Context: an optimization exercise on an open-source flow, tuned for small area, a short achievable clock period and few clock cycles. The choices shown serve that exercise and are no tape-out recipe.
The RTL was checked by simulation tests, not by an equivalence proof against the original design.

==> flow/design.v <==
module jass_table (
    input  wire [7:0]  idx,
    output reg  [31:0] word
);
    always @(*) begin
        case (idx)
            8'd0: word = 32'hE124B63A;
            8'd1: word = 32'h8B9A74AB;
            8'd2: word = 32'h64E1B3AC;
            8'd3: word = 32'h00174626;
            8'd4: word = 32'hF2ADBBAF;
            8'd5: word = 32'hFED75123;
            8'd6: word = 32'h8A94501A;
            8'd7: word = 32'h12751A71;
            8'd8: word = 32'h96573F6C;
            8'd9: word = 32'h46EA7191;
            8'd10: word = 32'h13D2EA5D;
            8'd11: word = 32'h9DB4CF31;
            8'd12: word = 32'h8E0F4E18;
            8'd13: word = 32'h9E43C23E;
            8'd14: word = 32'h268A56BC;
            8'd15: word = 32'hE7E1F2D2;
            8'd16: word = 32'hEEC01FEF;
            8'd17: word = 32'h4A8CA751;
            8'd18: word = 32'h12BBE422;
            8'd19: word = 32'hA9CDF49D;
            8'd20: word = 32'hFC95B972;
            8'd21: word = 32'h3CC0494F;
            8'd22: word = 32'h88DFC4DB;
            8'd23: word = 32'h78D703D9;
            8'd24: word = 32'h8D219E6F;
            8'd25: word = 32'h63680239;
            8'd26: word = 32'h06CD666E;
            8'd27: word = 32'hEA1E9EAE;
            8'd28: word = 32'h00A30B2B;
            8'd29: word = 32'h590D22C8;
            8'd30: word = 32'h57DFD022;
            8'd31: word = 32'h16A31F2F;
            8'd32: word = 32'hDD9E740C;
            8'd33: word = 32'h70E04DE3;
            8'd34: word = 32'h52DE38ED;
            8'd35: word = 32'h2DB9938C;
            8'd36: word = 32'hE6CB9168;
            8'd37: word = 32'h083DB87B;
            8'd38: word = 32'h59627BA2;
            8'd39: word = 32'hD4D02589;
            8'd40: word = 32'hDC4CDA99;
            8'd41: word = 32'hA4E4FBD6;
            8'd42: word = 32'h485AE539;
            8'd43: word = 32'h8B4427A7;
            8'd44: word = 32'hF9A8CF9F;
            8'd45: word = 32'hEB30A9F2;
            8'd46: word = 32'h3FDC4855;
            8'd47: word = 32'h6C00D4FE;
            8'd48: word = 32'hA57AD991;
            8'd49: word = 32'h37585015;
            8'd50: word = 32'h960739B8;
            8'd51: word = 32'h57302520;
            8'd52: word = 32'h211591AA;
            8'd53: word = 32'hF7339F7A;
            8'd54: word = 32'h1F4F3F94;
            8'd55: word = 32'hEF05BA8A;
            8'd56: word = 32'h52CE02A0;
            8'd57: word = 32'hC1D3364D;
            8'd58: word = 32'h44427DC0;
            8'd59: word = 32'h74B57F9D;
            8'd60: word = 32'hB390F5FE;
            8'd61: word = 32'h08C30E49;
            8'd62: word = 32'h4849434C;
            8'd63: word = 32'h643E98DC;
            8'd64: word = 32'h538D2A8E;
            8'd65: word = 32'h2D4EADE0;
            8'd66: word = 32'hE6A8E2B9;
            8'd67: word = 32'hA5084706;
            8'd68: word = 32'h10F2EFB2;
            8'd69: word = 32'hED95AF30;
            8'd70: word = 32'h5603E229;
            8'd71: word = 32'h629C364A;
            8'd72: word = 32'h6EF58860;
            8'd73: word = 32'h20C5141C;
            8'd74: word = 32'hCA9C72DF;
            8'd75: word = 32'hDC31A73C;
            8'd76: word = 32'hF21C39B7;
            8'd77: word = 32'hD0768762;
            8'd78: word = 32'h13C222CF;
            8'd79: word = 32'hA4E6C942;
            8'd80: word = 32'hC4184305;
            8'd81: word = 32'h43682219;
            8'd82: word = 32'hA24F100C;
            8'd83: word = 32'h4998B54B;
            8'd84: word = 32'hB90EA0B3;
            8'd85: word = 32'hCE0631DF;
            8'd86: word = 32'h0F876DE1;
            8'd87: word = 32'hA55CA37C;
            8'd88: word = 32'h17544745;
            8'd89: word = 32'h6829BBFB;
            8'd90: word = 32'hB5887E50;
            8'd91: word = 32'hF2064D51;
            8'd92: word = 32'h4E226067;
            8'd93: word = 32'h47FEAF70;
            8'd94: word = 32'hD00C2978;
            8'd95: word = 32'hF1437EC9;
            8'd96: word = 32'h4DD82104;
            8'd97: word = 32'h76E83AF8;
            8'd98: word = 32'h47574643;
            8'd99: word = 32'h5C71400C;
            8'd100: word = 32'hFA6FBCB4;
            8'd101: word = 32'hB2DE7348;
            8'd102: word = 32'hEA5EEF73;
            8'd103: word = 32'hC1A201CB;
            8'd104: word = 32'hB2FF01C6;
            8'd105: word = 32'h0A3AFC05;
            8'd106: word = 32'hE2F4ADD8;
            8'd107: word = 32'h9EBD599F;
            8'd108: word = 32'h845AC858;
            8'd109: word = 32'h776578F0;
            8'd110: word = 32'hD7198D6D;
            8'd111: word = 32'h303F98D7;
            8'd112: word = 32'hA78631E5;
            8'd113: word = 32'h56EE8638;
            8'd114: word = 32'h431160AC;
            8'd115: word = 32'h8F9E32EE;
            8'd116: word = 32'h71B917EF;
            8'd117: word = 32'h3BDF17ED;
            8'd118: word = 32'hFD79B4FC;
            8'd119: word = 32'hB72C70EF;
            8'd120: word = 32'h1F000297;
            8'd121: word = 32'hF50F4AFE;
            8'd122: word = 32'h96401E16;
            8'd123: word = 32'h25D00E37;
            8'd124: word = 32'hA6C97BBC;
            8'd125: word = 32'hBE695303;
            8'd126: word = 32'h152659E7;
            8'd127: word = 32'h1D400BAA;
            8'd128: word = 32'h9A9DF3B0;
            8'd129: word = 32'hB997D965;
            8'd130: word = 32'h15D05F38;
            8'd131: word = 32'hD8DD5443;
            8'd132: word = 32'h38F4A049;
            8'd133: word = 32'h334710D7;
            8'd134: word = 32'hFAEE9759;
            8'd135: word = 32'h28B1C83B;
            8'd136: word = 32'h2762BCE0;
            8'd137: word = 32'h6F2E177F;
            8'd138: word = 32'h15F5927F;
            8'd139: word = 32'h50FE15E2;
            8'd140: word = 32'hDA0184A3;
            8'd141: word = 32'hB827ACC9;
            8'd142: word = 32'hFA6BE8D6;
            8'd143: word = 32'h695C06AE;
            8'd144: word = 32'hD8BFFF2A;
            8'd145: word = 32'hCC0F3C67;
            8'd146: word = 32'h5BFAFD66;
            8'd147: word = 32'h8E91D6ED;
            8'd148: word = 32'h3DC9B5AB;
            8'd149: word = 32'h64E6D2B5;
            8'd150: word = 32'h68B5904D;
            8'd151: word = 32'h8D37FF73;
            8'd152: word = 32'h29ED65FF;
            8'd153: word = 32'h2F0A2D96;
            8'd154: word = 32'h3DA3C18A;
            8'd155: word = 32'hF7C6CB23;
            8'd156: word = 32'hFAF53232;
            8'd157: word = 32'hCAD8D10B;
            8'd158: word = 32'hCFC2F797;
            8'd159: word = 32'hB73BBEEF;
            8'd160: word = 32'hDC21ED1C;
            8'd161: word = 32'hD1C1A67D;
            8'd162: word = 32'h44C0EBBA;
            8'd163: word = 32'h6F476B41;
            8'd164: word = 32'hC7CE4096;
            8'd165: word = 32'hF44C6878;
            8'd166: word = 32'h5129CFF9;
            8'd167: word = 32'h720DA9D2;
            8'd168: word = 32'h21C6C369;
            8'd169: word = 32'hCCD8683C;
            8'd170: word = 32'hFA2E92B3;
            8'd171: word = 32'h2764376F;
            8'd172: word = 32'h90B972CB;
            8'd173: word = 32'h62E9FADB;
            8'd174: word = 32'hEBE43442;
            8'd175: word = 32'hC0E41C74;
            8'd176: word = 32'h2E3D05E1;
            8'd177: word = 32'h5EAD3681;
            8'd178: word = 32'hF7D03D5F;
            8'd179: word = 32'hFF0F0922;
            8'd180: word = 32'hDB4380D7;
            8'd181: word = 32'hC07F9A1B;
            8'd182: word = 32'h54A09325;
            8'd183: word = 32'h9E4618A7;
            8'd184: word = 32'hF70817CE;
            8'd185: word = 32'h4BC40BF6;
            8'd186: word = 32'h9DEF7BCB;
            8'd187: word = 32'h20527280;
            8'd188: word = 32'hAE4AF5A1;
            8'd189: word = 32'hEF2B161E;
            8'd190: word = 32'h30FA8DAA;
            8'd191: word = 32'h48B05CAD;
            8'd192: word = 32'h279E7ADF;
            8'd193: word = 32'hF078391D;
            8'd194: word = 32'h1C27B4B0;
            8'd195: word = 32'hBC89FCE8;
            8'd196: word = 32'hE1831122;
            8'd197: word = 32'hF7450ED1;
            8'd198: word = 32'h857FB65E;
            8'd199: word = 32'h053DBF04;
            8'd200: word = 32'hE971AB2A;
            8'd201: word = 32'h5E842120;
            8'd202: word = 32'h8EA9C270;
            8'd203: word = 32'h6A14B963;
            8'd204: word = 32'h5A2C581F;
            8'd205: word = 32'hF4D5C188;
            8'd206: word = 32'hD07818BA;
            8'd207: word = 32'hBE8910AD;
            8'd208: word = 32'h0F032283;
            8'd209: word = 32'h013D926A;
            8'd210: word = 32'hDD61F192;
            8'd211: word = 32'h892BC75B;
            8'd212: word = 32'hC9DB28DB;
            8'd213: word = 32'h34C3C9DB;
            8'd214: word = 32'hF2E96BC7;
            8'd215: word = 32'h2DAD65EF;
            8'd216: word = 32'hA3086987;
            8'd217: word = 32'h69230DFB;
            8'd218: word = 32'h1B115F15;
            8'd219: word = 32'h2E8F0AEC;
            8'd220: word = 32'h358F4DA5;
            8'd221: word = 32'h5B4BF4B8;
            8'd222: word = 32'h9E402C96;
            8'd223: word = 32'hE1868E9F;
            8'd224: word = 32'h3AFBA015;
            8'd225: word = 32'h91DDCA49;
            8'd226: word = 32'h3A0B3E63;
            8'd227: word = 32'hE5296080;
            8'd228: word = 32'hEE19879C;
            8'd229: word = 32'h03A775C9;
            8'd230: word = 32'h4EDA4B86;
            8'd231: word = 32'hF2FB8233;
            8'd232: word = 32'hD509CECD;
            8'd233: word = 32'h76D30C05;
            8'd234: word = 32'hFD27522C;
            8'd235: word = 32'hFB39EA3D;
            8'd236: word = 32'h09BB0942;
            8'd237: word = 32'h7AFCDC6B;
            8'd238: word = 32'hCF4856B3;
            8'd239: word = 32'h7654DBFC;
            8'd240: word = 32'h484E8049;
            8'd241: word = 32'h90BA612A;
            8'd242: word = 32'h4F76A3C5;
            8'd243: word = 32'hFAC78602;
            8'd244: word = 32'h4AFFA321;
            8'd245: word = 32'h6DE051EC;
            8'd246: word = 32'h9C61A242;
            8'd247: word = 32'hAD1F7C96;
            8'd248: word = 32'h133E27D0;
            8'd249: word = 32'h2F4DCA72;
            8'd250: word = 32'h567BEF13;
            8'd251: word = 32'h58AAC13F;
            8'd252: word = 32'h11290E59;
            8'd253: word = 32'h2CA4F328;
            8'd254: word = 32'hEAF4E348;
            8'd255: word = 32'hA526D8C6;
            default: word = 32'h00000000;
        endcase
    end
endmodule
module jass_fadd (
    input  wire [31:0] a,
    input  wire [31:0] b,
    output reg  [31:0] y
);
    wire [7:0] ea = a[30:23];
    wire [7:0] eb = b[30:23];
    wire       a_big = (a[30:0] >= b[30:0]);
    wire [31:0] x  = a_big ? a : b;
    wire [31:0] w  = a_big ? b : a;
    wire [7:0] ex = x[30:23];
    wire [7:0] d  = a_big ? (ea - eb) : (eb - ea);
    wire [24:0] dx = {1'b1, x[22:0], 1'b0};
    wire [24:0] dw = {1'b1, w[22:0], 1'b0};
    wire [24:0] sh = dw >> d[4:0];
    wire [24:0] lost = dw & ~({25{1'b1}} << d[4:0]);
    wire        st = |lost;
    wire        sub = x[31] ^ w[31];
    wire        c = w[31] & st;
    wire [25:0] mag = {1'b0, dx} + ({1'b0, sh} ^ {26{sub}}) + {25'd0, sub ^ c};
    reg [4:0] p;
    integer i;
    always @(*) begin
        p = 5'd0;
        for (i = 0; i < 26; i = i + 1)
            if (mag[i]) p = i[4:0];
    end
    wire [25:0] mn = mag << (5'd25 - p);
    wire [7:0]  en = ex + {3'b000, p} - 8'd24;
    always @(*) begin
        if (ea == 8'd0)
            y = b;
        else if (eb == 8'd0)
            y = a;
        else if (d >= 8'd23)
            y = x;
        else if (mag == 26'd0)
            y = 32'h00000000;
        else
            y = {x[31], en, mn[24:2]};
    end
endmodule
module jass_fmul_post (
    input  wire [31:0] a,
    input  wire [31:0] b,
    input  wire [47:23] prod,
    output reg  [31:0] y
);
    wire [7:0]  ea = a[30:23];
    wire [7:0]  eb = b[30:23];
    wire        sign = a[31] ^ b[31];
    wire [22:0] f = prod[47] ? prod[46:24] : prod[45:23];
    wire signed [9:0] en = $signed({2'b00, ea}) + $signed({2'b00, eb})
                           - 10'sd127 + (prod[47] ? 10'sd1 : 10'sd0);
    always @(*) begin
        if (ea == 8'd0 || eb == 8'd0)
            y = 32'h00000000;
        else if (en < 10'sd1)
            y = 32'h00000000;
        else
            y = {sign, en[7:0], f};
    end
endmodule
module jass_i2f (
    input  wire [31:0] n,
    output reg  [31:0] y
);
    wire [31:0] mag = n[31] ? (~n + 32'd1) : n;
    reg [4:0] p;
    integer i;
    always @(*) begin
        p = 5'd0;
        for (i = 0; i < 32; i = i + 1)
            if (mag[i]) p = i[4:0];
    end
    wire [31:0] mn = mag << (5'd31 - p);    
    wire [7:0]  ex = 8'd127 + {3'b000, p};
    always @(*) begin
        if (n == 32'd0)
            y = 32'h00000000;
        else
            y = {n[31], ex, mn[30:8]};
    end
endmodule
module jass_prng (
    input  wire        clk,
    input  wire        rst,
    input  wire        cmd_valid,
    output wire        cmd_ready,
    input  wire [7:0]  cmd_op,
    input  wire [31:0] cmd_a,
    input  wire [31:0] cmd_b,
    output wire        rsp_valid,
    input  wire        rsp_ready,
    output wire [31:0] rsp_data,
    output wire        rsp_err
);
    localparam [7:0] OP_SEED     = 8'h01;
    localparam [7:0] OP_NEXTINT  = 8'h02;
    localparam [7:0] OP_NEXTREAL = 8'h03;
    localparam [7:0] OP_STEP     = 8'h04;
    localparam [7:0] OP_FADD     = 8'h10;
    localparam [7:0] OP_FSUB     = 8'h11;
    localparam [7:0] OP_FMUL     = 8'h12;
    localparam [7:0] OP_I2F      = 8'h13;
    localparam [31:0] SIGN = 32'h80000000;
    localparam [31:0] EPS  = 32'h3456BF95;
    localparam [2:0] S_IDLE = 3'd0;
    localparam [2:0] S_RESP = 3'd1;
    localparam [2:0] S_STEP = 3'd2;    
    localparam [2:0] S_INT  = 3'd3;    
    localparam [2:0] S_FAU  = 3'd4;    
    localparam [2:0] S_R1   = 3'd5;    
    localparam [2:0] S_R2   = 3'd6;    
    localparam [2:0] S_R3   = 3'd7;    
    reg [31:0] seed_bits;
    reg [31:0] current;
    reg        busy;
    reg [7:0]  op_l;
    reg [31:0] a_l, b_l;
    reg [32:0] d_l;           
    reg        rsp_valid_r;
    reg [31:0] rsp_data_r;
    reg        rsp_err_r;
    reg [2:0]  state;
    reg [31:0] w_r, u_r, p_r;
    reg        nr_valid;      
    reg [31:0] nr;
    reg        pf_ph;
    reg [31:0] pf_x;
    reg        sj_act;        
    reg [1:0]  sj_cnt;
    reg        sj_step;       
    reg [5:0]  f61, f59, f53;
    assign cmd_ready = ~busy & ~rst;
    assign rsp_valid = rsp_valid_r;
    assign rsp_data  = rsp_data_r;
    assign rsp_err   = rsp_err_r;
    wire accept = cmd_valid & ~busy;
    wire [7:0] b0 = seed_bits[7:0];
    wire [7:0] b1 = seed_bits[15:8];
    wire [7:0] b2 = seed_bits[23:16];
    wire [7:0] b3 = seed_bits[31:24];
    wire [7:0] i0 = (b3 >= 8'h04) ? (b3 - 8'h04) : (b3 - 8'h04 + 8'hB8);
    wire [7:0] i1 = (b2 >= 8'h0C) ? (b2 - 8'h0C) : (b2 - 8'h0C + 8'hC8);
    wire [7:0] i2 = (b1 >= 8'h18) ? (b1 - 8'h18) : (b1 - 8'h18 + 8'hD4);
    wire [7:0] i3 = (b0 >= 8'h1C) ? (b0 - 8'h1C) : (b0 - 8'h1C + 8'hD8);
    wire [31:0] next_seed = {i0, i1, i2, i3};
    wire [31:0] ta, tb;
    jass_table u_ta (.idx(pf_ph ? i2 : i0), .word(ta));
    jass_table u_tb (.idx(pf_ph ? i3 : i1), .word(tb));
    wire [31:0] x01  = {ta[30:0], ta[31]} ^ {tb[29:0], tb[31:30]};
    wire [31:0] mixv = pf_x ^ {ta[28:0], ta[31:29]} ^ tb;
    wire [31:0] stepv = current + mixv;
    wire step_ok = nr_valid & ~sj_act & ~sj_step;
    wire        d_neg = d_l[32];
    wire [31:0] lo = d_neg ? a_l : b_l;
    reg  [31:0] mx, my, mz2;
    reg  [32:0] mz1;
    reg  [4:0]  sj_s;
    reg  [6:0]  sj_d;
    always @(*) begin
        case (sj_cnt)
            2'd0:    begin sj_s = 5'd4; sj_d = 7'd61; end
            2'd1:    begin sj_s = 5'd3; sj_d = 7'd59; end
            2'd2:    begin sj_s = 5'd6; sj_d = 7'd53; end
            default: begin sj_s = 5'd5; sj_d = 7'd47; end
        endcase
        if (sj_act) begin
            mx  = current;
            case (sj_cnt)
                2'd0:    my = 32'h4325C53F;
                2'd1:    my = 32'h22B63CBF;
                2'd2:    my = 32'h3521CFB3;
                default: my = 32'hAE4C415D;
            endcase
            mz1 = 33'd0;
            mz2 = (sj_cnt == 2'd2) ? current : 32'd0;
        end else if (state == S_INT) begin
            mx  = nr;
            my  = d_l[31:0] ^ {32{d_neg}};
            mz1 = d_neg ? {nr, 1'b0} : {1'b0, nr};
            mz2 = lo;
        end else if (state == S_R3) begin
            mx  = {8'd0, 1'b1, w_r[22:0]};
            my  = {8'd0, 1'b1, u_r[22:0]};
            mz1 = 33'd0;
            mz2 = 32'd0;
        end else begin
            mx  = {8'd0, 1'b1, a_l[22:0]};
            my  = {8'd0, 1'b1, b_l[22:0]};
            mz1 = 33'd0;
            mz2 = 32'd0;
        end
    end
    wire [63:0] mp = mx * my + {31'd0, mz1} + {mz2, 32'd0};
    wire [31:0] sj_q  = mp[63:32] >> sj_s;
    wire [5:0]  sj_qd = sj_q[5:0] * sj_d[5:0];
    wire [5:0]  sj_r  = current[5:0] - sj_qd;
    wire [5:0]  sj_f3 = sj_q[5:0] * 6'd17 + current[5:0];
    wire [31:0] fm_a = (state == S_R3) ? w_r : a_l;
    wire [31:0] fm_b = (state == S_R3) ? u_r : b_l;
    wire [31:0] fm_z;
    jass_fmul_post u_fmul (.a(fm_a), .b(fm_b), .prod(mp[47:23]), .y(fm_z));
    reg [31:0] ad_x, ad_y;
    always @(*) begin
        if (state == S_R2) begin
            ad_x = b_l;
            ad_y = a_l ^ SIGN;
        end else if (state == S_FAU && op_l == OP_NEXTREAL) begin
            ad_x = a_l;
            ad_y = p_r;
        end else begin
            ad_x = a_l;
            ad_y = (state == S_FAU && op_l == OP_FADD) ? b_l : (b_l ^ SIGN);
        end
    end
    wire [31:0] ad_z;
    jass_fadd u_fadd (.a(ad_x), .b(ad_y), .y(ad_z));
    wire [31:0] i2f_z;
    jass_i2f u_i2f (.n(a_l), .y(i2f_z));
    wire degenerate = ({1'b0, ad_z[30:0]} < EPS);
    reg fle;
    always @(*) begin
        if (a_l[30:0] == 31'd0 && b_l[30:0] == 31'd0)
            fle = 1'b1;
        else if (!a_l[31] && !b_l[31])
            fle = (a_l <= b_l);
        else if (a_l[31] && b_l[31])
            fle = (a_l >= b_l);
        else
            fle = a_l[31];
    end
    reg [4:0] up;
    integer k;
    always @(*) begin
        up = 5'd0;
        for (k = 0; k < 23; k = k + 1)
            if (nr[k]) up = k[4:0];
    end
    wire [22:0] um = nr[22:0] << (5'd22 - up);
    wire [7:0]  ue = 8'd104 + {3'd0, up};
    wire [31:0] u_val = (nr[22:0] == 23'd0) ? 32'd0 : {1'b0, ue, um[21:0], 1'b0};
    reg consume;
    always @(*) begin
        consume = 1'b0;
        if (state == S_IDLE && accept && cmd_op == OP_STEP && step_ok) consume = 1'b1;
        if (state == S_STEP && step_ok) consume = 1'b1;
        if (state == S_INT && step_ok) consume = 1'b1;
        if (state == S_R1 && !degenerate && step_ok) consume = 1'b1;
    end
    always @(posedge clk) begin
        if (rst) begin
            seed_bits   <= 32'd0;
            current     <= 32'd0;
            busy        <= 1'b0;
            rsp_valid_r <= 1'b0;
            rsp_err_r   <= 1'b0;
            state       <= S_IDLE;
            nr_valid    <= 1'b0;
            pf_ph       <= 1'b0;
            sj_act      <= 1'b0;
            sj_cnt      <= 2'd0;
            sj_step     <= 1'b0;
        end else begin
            if (sj_act) begin
                sj_cnt <= sj_cnt + 2'd1;
                case (sj_cnt)
                    2'd0: f61 <= sj_r;
                    2'd1: f59 <= sj_r;
                    2'd2: f53 <= sj_r;
                    default: begin
                        seed_bits <= {sj_f3, 2'b00, f53, 2'b00, f59, 2'b00, f61, 2'b00};
                        sj_act    <= 1'b0;
                    end
                endcase
            end else if (consume) begin
                current   <= nr;
                seed_bits <= next_seed;
                nr_valid  <= 1'b0;
                pf_ph     <= 1'b0;
            end else if (!nr_valid) begin
                pf_ph <= ~pf_ph;
                if (!pf_ph) begin
                    pf_x <= x01;
                end else if (sj_step) begin
                    current   <= stepv;
                    seed_bits <= next_seed;
                    sj_step   <= 1'b0;
                end else begin
                    nr       <= stepv;
                    nr_valid <= 1'b1;
                end
            end
            case (state)
                S_IDLE: begin
                    if (accept) begin
                        busy  <= 1'b1;
                        op_l  <= cmd_op;
                        a_l   <= cmd_a;
                        b_l   <= cmd_b;
                        d_l   <= {cmd_a[31], cmd_a} - {cmd_b[31], cmd_b};
                        state <= S_RESP;
                        case (cmd_op)
                            OP_SEED: begin
                                rsp_valid_r <= 1'b1;
                                rsp_data_r  <= 32'd0;
                                rsp_err_r   <= 1'b0;
                                current     <= cmd_a;
                                nr_valid    <= 1'b0;
                                pf_ph       <= 1'b0;
                                sj_act      <= 1'b1;
                                sj_cnt      <= 2'd0;
                                sj_step     <= 1'b1;
                            end
                            OP_STEP: begin
                                if (step_ok) begin
                                    rsp_valid_r <= 1'b1;
                                    rsp_data_r  <= nr;
                                    rsp_err_r   <= 1'b0;
                                end else
                                    state <= S_STEP;
                            end
                            OP_NEXTINT: begin
                                if (cmd_a == cmd_b) begin
                                    rsp_valid_r <= 1'b1;
                                    rsp_data_r  <= cmd_a;
                                    rsp_err_r   <= 1'b0;
                                end else
                                    state <= S_INT;
                            end
                            OP_NEXTREAL: state <= S_R1;
                            OP_FADD, OP_FSUB, OP_FMUL, OP_I2F: state <= S_FAU;
                            default: begin
                                rsp_valid_r <= 1'b1;
                                rsp_data_r  <= 32'd1;
                                rsp_err_r   <= 1'b1;
                            end
                        endcase
                    end
                end
                S_STEP: begin
                    if (step_ok) begin
                        rsp_valid_r <= 1'b1;
                        rsp_data_r  <= nr;
                        rsp_err_r   <= 1'b0;
                        state       <= S_RESP;
                    end
                end
                S_INT: begin
                    if (step_ok) begin
                        rsp_valid_r <= 1'b1;
                        rsp_data_r  <= mp[63:32];
                        rsp_err_r   <= 1'b0;
                        state       <= S_RESP;
                    end
                end
                S_FAU: begin
                    if (op_l != OP_FMUL || !sj_act) begin
                        rsp_valid_r <= 1'b1;
                        rsp_err_r   <= 1'b0;
                        state       <= S_RESP;
                        case (op_l)
                            OP_FMUL: rsp_data_r <= fm_z;
                            OP_I2F:  rsp_data_r <= i2f_z;
                            default: rsp_data_r <= ad_z;
                        endcase
                    end
                end
                S_R1: begin
                    w_r <= ad_z;
                    u_r <= u_val;
                    if (degenerate) begin
                        rsp_valid_r <= 1'b1;
                        rsp_data_r  <= a_l;
                        rsp_err_r   <= 1'b0;
                        state       <= S_RESP;
                    end else if (step_ok) begin
                        state <= fle ? S_R2 : S_R3;
                    end
                end
                S_R2: begin
                    w_r   <= ad_z;
                    state <= S_R3;
                end
                S_R3: begin
                    if (!sj_act) begin
                        p_r   <= fm_z;
                        state <= S_FAU;
                    end
                end
                S_RESP: begin
                    if (rsp_ready) begin
                        rsp_valid_r <= 1'b0;
                        busy        <= 1'b0;
                        state       <= S_IDLE;
                    end
                end
                default: state <= S_IDLE;
            endcase
        end
    end
endmodule
==> flow/run.sh <==
#!/bin/bash
# synth_recipe.tcl (not shown) runs the flow's synth.tcl, then flattens the netlist and writes it again
# the make line also repeats each setting of config.mk as NAME=value (left out here)
make -C /OpenROAD-flow-scripts/flow DESIGN_CONFIG=/design/flow/config.mk WORK_HOME=/design/flow/orfs CLKGATE_MAP_FILE= SYNTH_SCRIPT=/design/flow/synth_recipe.tcl finish
==> flow/config.mk <==
export PLATFORM = sky130hd
export DESIGN_NAME = jass_prng
export DESIGN_NICKNAME = jass_prng
export VERILOG_FILES = /design/flow/design.v
export SDC_FILE = /design/flow/constraint.sdc
export NUM_CORES = 4
export LEC_CHECK = 0
export CAP_MARGIN = 30
export CORE_MARGIN = 2
export CORE_UTILIZATION = 30
export SLEW_MARGIN = 40
export SYNTH_MEMORY_MAX_BITS = 16384
==> flow/constraint.sdc <==
create_clock -name core_clock -period 22.0 [get_ports {clk}]
set_input_delay 4.4000 -clock core_clock [delete_from_list [all_inputs] [get_ports {clk}]]
set_output_delay 4.4000 -clock core_clock [all_outputs]
set_load 0.01 [all_outputs]
==> results.yml <==
yosys:
  synth_unique_cells: 104
  post_synthesis_async_set_or_reset_flop_share: 0
  post_syn_area_per_cell_sq_um: 8.00
  syn-cell-area_sq_um: 77600
  synth_edf_count: 312
  postSynth.topFlopCell: "edfxtp_1"
  synth_seq_area_share: 0.138
  yosys_warnings: 5
  syn_inst: 9707
  syn_nets: 11300
  ff_latch_count_synth: 380
worst_setup_path:
  crit_path_end_kind: "flip-flop"
  cp.arrival_ns: 17.94
  criticalPathCategory: "reg -> reg"
  timing.critical_path.slowest_cell_delay_ns: 0.70
  critical_path_required_ns: 22.26
  crit_top_cell: "a21oi_1"
  timing.critical_path.from_type: "flip-flop"
  path_max_fanout: 82
  crit_slowest_cell: "a21oi_4"
placement:
  gp_routability_congestion: 1.06
  dp_hpwl_microns: 270000
  placed_cells: 12800
  numPortBuffers: 110
timing:
  final_max_slew_viol_count: 0
  slew_headroom: 0.343
  maxClockFrequency_mhz: 56.6
  final_min_period_over_clock_period: 0.803
  timing_hold_violations_final: 0
  tightestPinTransition_ns: 0.975
  period_needed_ns: 17.67
  tns_ns: 0
  worst_clock_skew_ns: 0.0453
  unrepaired_setup_endpoints_after_global_routing: "no"
  finalSetupViolations: 0
die:
  start_util: 0.302
  core_area_sq_um: 257000
  floorplan.die.height_microns: 513
  die_w_microns: 513
  io_pins: 111
  num_rows: 186
  die_area_sq_um: 263000
cells_and_area:
  areaGrowthSynthToFinish_pct: 9.57
  drive_above_1_share: 0.0652
  design.final.nets: 11100
  post_layout_nonfiller_instances: 12900
detailed_routing:
  dr.pass1.iters: 9
  drt.antenna.violating_nets: 0
  drtIter0Drc: 9998
  drt_wl_total_microns: 349000
  number_of_vias_per_cell_after_detailed_routing: 5.77
  route.detailed.drc: 0
  vias: 74600
  route.detailed.wl_per_inst_microns: 27.0
grt:
  grt_first_pass_wirelength_microns: 504000
  grt_util_all_layers: 0.258
  overflow: 0
  grt_antenna_before_repair: 16
  grt_start_max_net_pins: 108
  number_of_global_route_vias_before_repair: 71000
cts:
  cts_htree_levels: 2
  clkSinkCount: 380
  ctsLongestPathBuffers: 3
  worst_skew_pair.late_latency_ns: 0.65
  tritoncts_clock_tree: "yes"
  clk_pin_slew_ns: 0.06
  cts-resized-gates: 0
  cts.repair_timing.setup_buffer_count: 0
  clockRootBuffer: "clkbuf_16"
  tritoncts.num_buffers: 45
  post_cts_hold_buffer_count: 0
min_path:
  worstHoldPathType: "reg -> reg"
flow_run:
  drv.max_cap_violation_count: 0
run_status:
  result_of_the_run: "timing/DRC/antenna clean"
==> cell usage after synthesis, types with 70 or more instances <==
| library cell | number | area, sq um |
|---|---|---|
| buf_1 | 79 | 297 |
| nor2_1 | 767 | 2880 |
| clkbuf_1 | 539 | 2020 |
| nand3_1 | 87 | 435 |
| nor2b_1 | 89 | 557 |
| and2_1 | 104 | 651 |
| o221ai_1 | 75 | 657 |
| a211oi_1 | 110 | 826 |
| inv_1 | 1205 | 4520 |
| xnor2_1 | 247 | 2160 |
| nor3_1 | 145 | 726 |
| edfxtp_1 | 312 | 9370 |
| fa_1 | 974 | 19500 |
| o22ai_1 | 70 | 438 |
| nand2_1 | 1536 | 5770 |
| mux2i_1 | 273 | 2730 |
| a221oi_1 | 77 | 674 |
| ha_1 | 507 | 6340 |
| o21ai_0 | 575 | 2880 |
| a21oi_1 | 650 | 3250 |
| xor2_1 | 121 | 1060 |
==> layout make-up <==
type / instances / area (sq um)
clock buffer: 56 / 1220
clock inverter: 28 / 320
timing repair buffer: 402 / 3350
antenna: 4 / 10.0
inverter: 1211 / 4550
tap: 3384 / 4230
fill: 27100 / 172000
multi-input combinational: 7463 / 60700
sequential: 380 / 10700
==> logic make-up after synthesis <==
group	Yosys count	synth area share
flops	380	0.138
buf+inv	1864	0.0909
fa+ha+maj	1482	0.333
simple gates	3047	0.170
compound gates	2240	0.181
mux	326	0.0451
xor+xnor	368	0.0415
==> cells in the final DEF (no fill, tap or decap), types with 25 or more instances in the layout <==
cell type,synthesis,final
nand2_1,1536,1533
inv_1,1205,1205
fa_1,974,974
nor2_1,767,748
a21oi_1,650,629
o21ai_0,575,547
ha_1,507,507
edfxtp_1,312,312
buf_4,3,279
mux2i_1,273,269
xnor2_1,247,237
nor3_1,145,136
xor2_1,121,117
a211oi_1,110,109
clkdlybuf4s50_1,0,109
and2_1,104,102
nor2b_1,89,89
nand3_1,87,87
o221ai_1,75,74
a221oi_1,77,73
o22ai_1,70,67
a31oi_1,66,66
dfxtp_1,68,66
o211ai_1,64,64
nand2b_1,59,59
a21o_1,56,56
o21a_1,56,56
clkbuf_16,0,46
o21ai_1,48,45
nor4_1,45,44
o31ai_1,46,43
nand4_1,42,42
a22oi_1,39,39
or2_2,37,37
a21boi_0,37,37
mux2_2,36,36
and3_1,33,33
or3_1,30,30
o21bai_1,25,25
==> state kept, by name, indices dropped and copies added, names as in the netlist, 6 cells and up <==
signal / flops
f61: 6
u_r: 29
nr: 32
b_l: 32
a_l: 32
current: 32
p_r: 32
w_r: 32
rsp_data_r: 32
seed_bits: 24
d_l: 33
op_l: 8
f53: 6
pf_x: 32
f59: 6
==> per-layer routing <==
| layer | routed length [microns] | global-route usage | share of wire | vias to the layer above |
|---|---|---|---|---|
| met5 | 90 | 0 | 0.00026 | - |
| met4 | 24700 | 0.145 | 0.071 | 14 |
| met3 | 43100 | 0.0727 | 0.12 | 954 |
| met2 | 141000 | 0.368 | 0.40 | 4775 |
| met1 | 141000 | 0.349 | 0.40 | 36600 |
| li1 | - | - | - | 32200 |
==> through the flow <==
stage               setup slack (ns)  instance area [sq um]  hold slack [ns]  utilization
floorplan                       5.69                  77600            0.476            -
global placement                4.74                  83200            0.505        0.324
detailed placement              4.55                  83400            0.514        0.324
CTS                             4.45                  85000            0.524        0.330
global route                    3.29                  85100            0.548        0.331
finish                          4.33                  85100            0.528        0.331
==> final timing paths <==
check | from | end | depth (start not counted) | slack [ns]
worst max-delay path | state[2]$_SDFFE_PP0P_ | pf_x[11]$_DFFE_PP_ | 58 | 4.33
worst min-delay path | seed_bits[27]$_SDFFE_PP0P_ | seed_bits[27]$_SDFFE_PP0P_ | 2 | 0.53
worst max register to register | state[2]$_SDFFE_PP0P_ | pf_x[11]$_DFFE_PP_ | 58 | 4.33
worst min register to register | seed_bits[27]$_SDFFE_PP0P_ | seed_bits[27]$_SDFFE_PP0P_ | 2 | 0.53
==> critical path, delay by kind of cell (launching register included) <==
| family | cells | cell delay, ns |
|---|---|---|
| DFF | 1 | 0.31 |
| xor gates and xnor gates | 1 | 0.11 |
| buffers and inverters | 4 | 1.94 |
| and+or+nand+nor | 21 | 6.40 |
| AOI/OAI and AO/OA | 26 | 6.26 |
| adders and majority gates | 6 | 2.15 |
Testbench counts, summed over its fixed seeds: cycles 18,116.

static timing again, ports no longer ideal:
In the flow no input, the clock included, has a driving cell. The finished layout below was timed again as built, in two steps.
Step 1 (the two cells are an assumption about what drives the block):
set clk [get_ports {clk}]
set_driving_cell -lib_cell sky130_fd_sc_hd__clkbuf_16 $clk
set_driving_cell -lib_cell sky130_fd_sc_hd__buf_2 [delete_from_list [all_inputs] $clk]
Step 2 times the ports against the registers' clock, not the clock port: input delays grow and output delays shrink by t, the midpoint of the rising clock arrivals with the driver on.
Slacks: ideal / step 1 / step 2; pairs: ideal / step 1.
t (ns): 0.705
setup WS [ns]: 4.325 / 4.325 / 4.325
worst setup path after step 2: register to register
latest minus earliest clock arrival (ns): 0.046 / 0.046
After both steps this run still meets setup and hold. The setup slack of this run moves by 0.000 ns with the drivers and by 0.000 ns with both steps.
